From an optimization exercise on the open Yosys and OpenROAD flow, aimed at small area, a short achievable clock period and few clock cycles per item; shortcuts taken in it are not production practice.
RTL that was checked went through simulation tests only; none was proved equivalent to the original.

rev 12:
## securec_core
module securec_core (
    input  wire       clk,
    input  wire       rst,       
    input  wire       we,        
    input  wire [4:0] addr,      
    input  wire [7:0] wdata,     
    output reg  [7:0] rdata,     
    output reg        trig       
);
For scale: roughly 9400 um2 of cells after synthesis.
export LEC_CHECK = 0
export ABC_AREA = 1
export CAP_MARGIN = 20
export CORE_MARGIN = 2
export CORE_UTILIZATION = 40
export SLEW_MARGIN = 20
create_clock -name core_clock -period 38.0 [get_ports {clk}]
standard.sh (not shown) runs the stock make flow with config.mk's settings and CLKGATE_MAP_FILE= SYNTH_SCRIPT=/design/flow/synth_recipe.tcl, a recipe that flattens the netlist after the stock synthesis.
==> flow/flow/run.sh <==
#!/bin/bash
# The standard layout (standard.sh), with these changes of setting:
# - plain buffers (buf_2) on the input and output ports, not the delay
#   buffer that buffer_ports picks by default;
# - timing repair aimed at a setup slack of 22 ns, so that it works on the
#   paths of the period the design reaches, not only on the clock period;
# - clock tree from clkbuf_8 buffers, without dummy loads.
# The make output goes to standard.log; ORFS's own logs are under orfs/logs.
set -euo pipefail
bash standard.sh "BUFFER_PORTS_ARGS=-buffer_cell sky130_fd_sc_hd__buf_2" SETUP_SLACK_MARGIN=22 \
  "CTS_ARGS=-sink_clustering_enable -repair_clock_nets -buf_list sky130_fd_sc_hd__clkbuf_8 -dont_use_dummy_load" \
  finish > standard.log 2>&1
Testbench counts of rev 12, summed over its fixed seeds: cycles 15,360, cmds 1,280.
The inputs of rev 13 differ from those of rev 12 as listed below.
-- flow/design.v --
<<< rev 12, line 146
        end
    endfunction
    function [9:0] sub9;
        input [8:0] x;
>>> rev 13, line 146
        end
    endfunction
    function [9:0] sub9r;
        input [8:0] x;
        input [8:0] y;
        reg [8:0] g, p, G, P;
        begin
            g = x & y;
            p = x | y;
            G = g; P = p;
            G[0] = g[0] | p[0];
            G[1] = G[1] | (P[1] & G[0]); P[1] = P[1] & P[0];
            G[2] = G[2] | (P[2] & G[1]); P[2] = P[2] & P[1];
            G[3] = G[3] | (P[3] & G[2]); P[3] = P[3] & P[2];
            G[4] = G[4] | (P[4] & G[3]); P[4] = P[4] & P[3];
            G[5] = G[5] | (P[5] & G[4]); P[5] = P[5] & P[4];
            G[6] = G[6] | (P[6] & G[5]); P[6] = P[6] & P[5];
            G[7] = G[7] | (P[7] & G[6]); P[7] = P[7] & P[6];
            G[8] = G[8] | (P[8] & G[7]); P[8] = P[8] & P[7];
            sub9r[0] = ~(x[0] ^ y[0]);
            sub9r[8:1] = (x[8:1] ^ G[7:0]) ^ y[8:1];
            sub9r[9] = ~G[8];
        end
    endfunction
    function [9:0] sub9;
        input [8:0] x;
<<< rev 12, line 183
        begin
            p  = mul8(a, b);
            n3 = {2'b00, n} + {1'b0, n, 1'b0};
            x  = {2'b00, p[15:8]};
            u  = {1'b0, x[7:0], p[7]};
>>> rev 13, line 205
        begin
            p  = mul8(a, b);
            x  = {2'b00, p[15:8]};
            u  = {1'b0, x[7:0], p[7]};
<<< rev 12, line 207
            x  = t1[9] ? u : {1'b0, t1[8:0]};
            u  = {1'b0, x[7:0], p[0]};
            t1[9:0] = sub9(u[8:0], ~{1'b0, n});
            x  = t1[9] ? u : {1'b0, t1[8:0]};
            modmul = x[7:0];
>>> rev 13, line 228
            x  = t1[9] ? u : {1'b0, t1[8:0]};
            u  = {1'b0, x[7:0], p[0]};
            t1[9:0] = sub9r(u[8:0], ~{1'b0, n});
            x  = t1[9] ? u : {1'b0, t1[8:0]};
            modmul = x[7:0];
[summary]
Taking rev 12 as the reference, in rev 13 number of design-rule violations left by the first detailed-router iteration saw a decrease; placed wire-length estimate saw a decrease; number of nets in the layout saw a decrease; multi-input logic area saw a decrease.
Delta (rev 13 minus rev 12): die area lower, measured slew at the worst slew-check pin higher.
The RTL of rev 13 was laid out without a check of its function.


The RTL this note starts from:
==> flow/design.v <==
module securec_core (
    input  wire       clk,
    input  wire       rst,       
    input  wire       we,        
    input  wire [4:0] addr,      
    input  wire [7:0] wdata,     
    output reg  [7:0] rdata,     
    output reg        trig       
);
    localparam [1:0] ST_FIN  = 2'd0;    
    localparam [1:0] ST_MZ   = 2'd1;    
    localparam [1:0] ST_SQR  = 2'd2;    
    localparam [1:0] ST_MUL  = 2'd3;    
    reg [1:0] st;
    reg       done;
    reg       err_mz;
    reg       err_ill;
    reg [7:0] res;        
    reg       tag_exp;    
    reg       one;        
    reg [7:0] ib0, ib1, ib2, ib3, ib4, ib5, ib6, ib7;
    function [7:0] modmul;
        input [7:0] a;
        input [7:0] b;
        input [7:0] n;
        reg [15:0] p;
        reg [9:0]  x;
        reg [10:0] t1, t2, t3;
        reg [9:0]  n3;
        integer    i;
        begin
            p  = a * b;
            n3 = {2'b00, n} + {1'b0, n, 1'b0};
            x  = {2'b00, p[15:8]};
            for (i = 3; i >= 0; i = i - 1) begin
                x  = {x[7:0], p[2*i+1], p[2*i]};
                t1 = {1'b0, x} - {3'b000, n};
                t2 = {1'b0, x} - {2'b00, n, 1'b0};
                t3 = {1'b0, x} - {1'b0, n3};
                if (!t3[10])      x = t3[9:0];
                else if (!t2[10]) x = t2[9:0];
                else if (!t1[10]) x = t1[9:0];
            end
            modmul = x[7:0];
        end
    endfunction
    wire       cmd_write = we && (addr == 5'h00) && !trig;
    wire [7:0] mul_a     = !trig ? 8'd1 : (st[0] ? res : ib0);
    wire [7:0] mm        = modmul(mul_a, ib0, ib2);
    wire [7:0] cmp_or = (ib0 ^ 8'h69) | (ib1 ^ 8'h6E) | (ib2 ^ 8'h66) | (ib3 ^ 8'h69) |
                        (ib4 ^ 8'h6E) | (ib5 ^ 8'h65) | (ib6 ^ 8'h6F) | (ib7 ^ 8'h6E);
    wire ib_write = we && !trig && (addr[4:3] == 2'b10);
    wire [7:0] e_shr = {1'b0, ib1[7:1]};
    always @(posedge clk) begin
        if (ib_write) begin
            case (addr[2:0])
                3'd0: ib0 <= wdata;
                3'd1: ib1 <= wdata;
                3'd2: ib2 <= wdata;
                3'd3: ib3 <= wdata;
                3'd4: ib4 <= wdata;
                3'd5: ib5 <= wdata;
                3'd6: ib6 <= wdata;
                default: ib7 <= wdata;
            endcase
        end else if (cmd_write && wdata == 8'h01) begin
            ib0 <= mm;
            ib1 <= e_shr;
        end else if (trig && st == ST_SQR) begin
            ib0 <= mm;
            if (!ib1[0] || one) ib1 <= e_shr;
        end else if (trig && st == ST_MUL) begin
            ib1 <= e_shr;
        end
    end
    always @(posedge clk) begin
        if (rst) begin
            trig    <= 1'b0;
            done    <= 1'b0;
            err_mz  <= 1'b0;
            err_ill <= 1'b0;
        end else if (!trig) begin
            if (cmd_write) begin
                done    <= 1'b0;
                err_mz  <= 1'b0;
                err_ill <= 1'b0;
                if (wdata[7:2] != 6'd0) begin
                    err_ill <= 1'b1;
                end else begin
                    trig    <= 1'b1;
                    tag_exp <= !wdata[1];
                    st      <= ST_FIN;
                    case (wdata[1:0])
                        2'b00: res <= 8'h3E;
                        2'b01: begin
                            if (ib2 == 8'd0)
                                st <= ST_MZ;
                            else if (e_shr != 8'd0)
                                st <= ST_SQR;
                            res <= ib1[0] ? mm : 8'd1;
                            one <= !ib1[0];
                        end
                        2'b10: res <= {7'd0, cmp_or == 8'd0};
                        default: res <= cmp_or;
                    endcase
                end
            end
        end else begin
            case (st)
                ST_FIN: begin
                    trig <= 1'b0;
                    done <= 1'b1;
                end
                ST_MZ: begin
                    trig   <= 1'b0;
                    err_mz <= 1'b1;
                end
                ST_SQR: begin
                    if (ib1[0]) begin
                        if (one) begin
                            res <= mm;
                            one <= 1'b0;
                            if (e_shr == 8'd0) begin
                                trig <= 1'b0;
                                done <= 1'b1;
                            end
                        end else begin
                            st <= ST_MUL;
                        end
                    end
                end
                default: begin
                    res <= mm;
                    if (e_shr == 8'd0) begin
                        trig <= 1'b0;
                        done <= 1'b1;
                    end else begin
                        st <= ST_SQR;
                    end
                end
            endcase
        end
    end
    always @(*) begin
        case (addr)
            5'h01:   rdata = {3'd0, err_ill, err_mz, err_ill | err_mz, done, trig};
            5'h02:   rdata = res;
            5'h03:   rdata = {6'b011100, tag_exp, 1'b0};
            default: rdata = 8'h00;
        endcase
    end
endmodule
export LEC_CHECK = 0
export CAP_MARGIN = 20
export CORE_MARGIN = 2
export CORE_UTILIZATION = 40
export SLEW_MARGIN = 20
create_clock -name core_clock -period 38.0 [get_ports {clk}]
run.sh (not shown) runs the stock make flow with config.mk's settings and CLKGATE_MAP_FILE= SYNTH_SCRIPT=/design/flow/synth_recipe.tcl, a recipe that flattens the netlist after the stock synthesis.
Stock flow here: none of the scripts above is used.
Testbench counts at the start, summed over its fixed seeds: cycles 16,084, cmds 1,280.
Next try:
--- a/flow/design.v
+++ b/flow/design.v
@@ -15,39 +15,32 @@
     reg       done;
     reg       err_mz;
     reg       err_ill;
     reg [7:0] res;        
     reg       tag_exp;    
-    reg       one;        
     reg [7:0] ib0, ib1, ib2, ib3, ib4, ib5, ib6, ib7;
     function [7:0] modmul;
         input [7:0] a;
         input [7:0] b;
         input [7:0] n;
         reg [15:0] p;
-        reg [9:0]  x;
-        reg [10:0] t1, t2, t3;
-        reg [9:0]  n3;
+        reg [8:0]  r;
+        reg [9:0]  t;
         integer    i;
         begin
-            p  = a * b;
-            n3 = {2'b00, n} + {1'b0, n, 1'b0};
-            x  = {2'b00, p[15:8]};
-            for (i = 3; i >= 0; i = i - 1) begin
-                x  = {x[7:0], p[2*i+1], p[2*i]};
-                t1 = {1'b0, x} - {3'b000, n};
-                t2 = {1'b0, x} - {2'b00, n, 1'b0};
-                t3 = {1'b0, x} - {1'b0, n3};
-                if (!t3[10])      x = t3[9:0];
-                else if (!t2[10]) x = t2[9:0];
-                else if (!t1[10]) x = t1[9:0];
+            p = a * b;
+            r = {1'b0, p[15:8]};
+            for (i = 7; i >= 0; i = i - 1) begin
+                r = {r[7:0], p[i]};
+                t = {1'b0, r} - {2'b00, n};
+                if (!t[9]) r = t[8:0];
             end
-            modmul = x[7:0];
+            modmul = r[7:0];
         end
     endfunction
     wire       cmd_write = we && (addr == 5'h00) && !trig;
-    wire [7:0] mul_a     = !trig ? 8'd1 : (st[0] ? res : ib0);
+    wire [7:0] mul_a     = cmd_write ? 8'd1 : ((st == ST_SQR) ? ib0 : res);
     wire [7:0] mm        = modmul(mul_a, ib0, ib2);
     wire [7:0] cmp_or = (ib0 ^ 8'h69) | (ib1 ^ 8'h6E) | (ib2 ^ 8'h66) | (ib3 ^ 8'h69) |
                         (ib4 ^ 8'h6E) | (ib5 ^ 8'h65) | (ib6 ^ 8'h6F) | (ib7 ^ 8'h6E);
     wire ib_write = we && !trig && (addr[4:3] == 2'b10);
     wire [7:0] e_shr = {1'b0, ib1[7:1]};
@@ -66,11 +59,11 @@
         end else if (cmd_write && wdata == 8'h01) begin
             ib0 <= mm;
             ib1 <= e_shr;
         end else if (trig && st == ST_SQR) begin
             ib0 <= mm;
-            if (!ib1[0] || one) ib1 <= e_shr;
+            if (!ib1[0]) ib1 <= e_shr;
         end else if (trig && st == ST_MUL) begin
             ib1 <= e_shr;
         end
     end
     always @(posedge clk) begin
@@ -96,11 +89,10 @@
                             if (ib2 == 8'd0)
                                 st <= ST_MZ;
                             else if (e_shr != 8'd0)
                                 st <= ST_SQR;
                             res <= ib1[0] ? mm : 8'd1;
-                            one <= !ib1[0];
                         end
                         2'b10: res <= {7'd0, cmp_or == 8'd0};
                         default: res <= cmp_or;
                     endcase
                 end
@@ -114,22 +106,11 @@
                 ST_MZ: begin
                     trig   <= 1'b0;
                     err_mz <= 1'b1;
                 end
                 ST_SQR: begin
-                    if (ib1[0]) begin
-                        if (one) begin
-                            res <= mm;
-                            one <= 1'b0;
-                            if (e_shr == 8'd0) begin
-                                trig <= 1'b0;
-                                done <= 1'b1;
-                            end
-                        end else begin
-                            st <= ST_MUL;
-                        end
-                    end
+                    if (ib1[0]) st <= ST_MUL;
                 end
                 default: begin
                     res <= mm;
                     if (e_shr == 8'd0) begin
                         trig <= 1'b0;
Wire length came out lower by 24%; utilization is higher by 0.37 points; register-to-register slack loses 8500 ps; cell area drops by 16%; synthesized cell count drops by 21%; synthesized area drops by 17%; global-route usage falls by 2.0 points.
Function not checked in the second run of this note: the RTL went through the layout flow alone.

## port drivers added, routing unchanged
No port has a modelled driver above. Below, the same layouts with a new extraction and two added sets of constraints. Step 1 assumes that a clkbuf_16 drives the clock port and a buf_2 every other input. Step 2, shift: input delay + t, output delay - t, t = (earliest + latest rising clock arrival at the registers) / 2. This alone moves slack from input paths to output paths. Three values: no drivers, after step 1, after step 2; two values: the first two.
| run | shift t [ns] | setup slack, ns | worst hold slack (ns) | slew at the worst register clock pin (ns) | worst slew at a driven data input, ns |
|---|---|---|---|---|---|
| rev 12 | 0.369 | 21.955 / 21.913 / 21.913 | 0.486 / 0.486 / 0.486 | 0.09 / 0.09 | 0.06 |
| rev 13 | 0.380 | 21.858 / 21.825 / 21.825 | 0.475 / 0.475 / 0.475 | 0.08 / 0.08 | 0.05 |
| the first run of note 2 | 0.361 | 20.844 / 20.821 / 20.821 | 0.543 / 0.543 / 0.543 | 0.06 / 0.06 | 0.04 |
| the second run of note 2 | 0.362 | 5.420 / 5.435 / 5.073 | 0.456 / 0.456 / 0.456 | 0.06 / 0.06 | 0.04 |
After both steps every run listed still meets setup and hold. For the second run of note 2, which loses most, drivers alone change the setup slack by +0.015 ns; drivers and shift together by -0.347 ns.
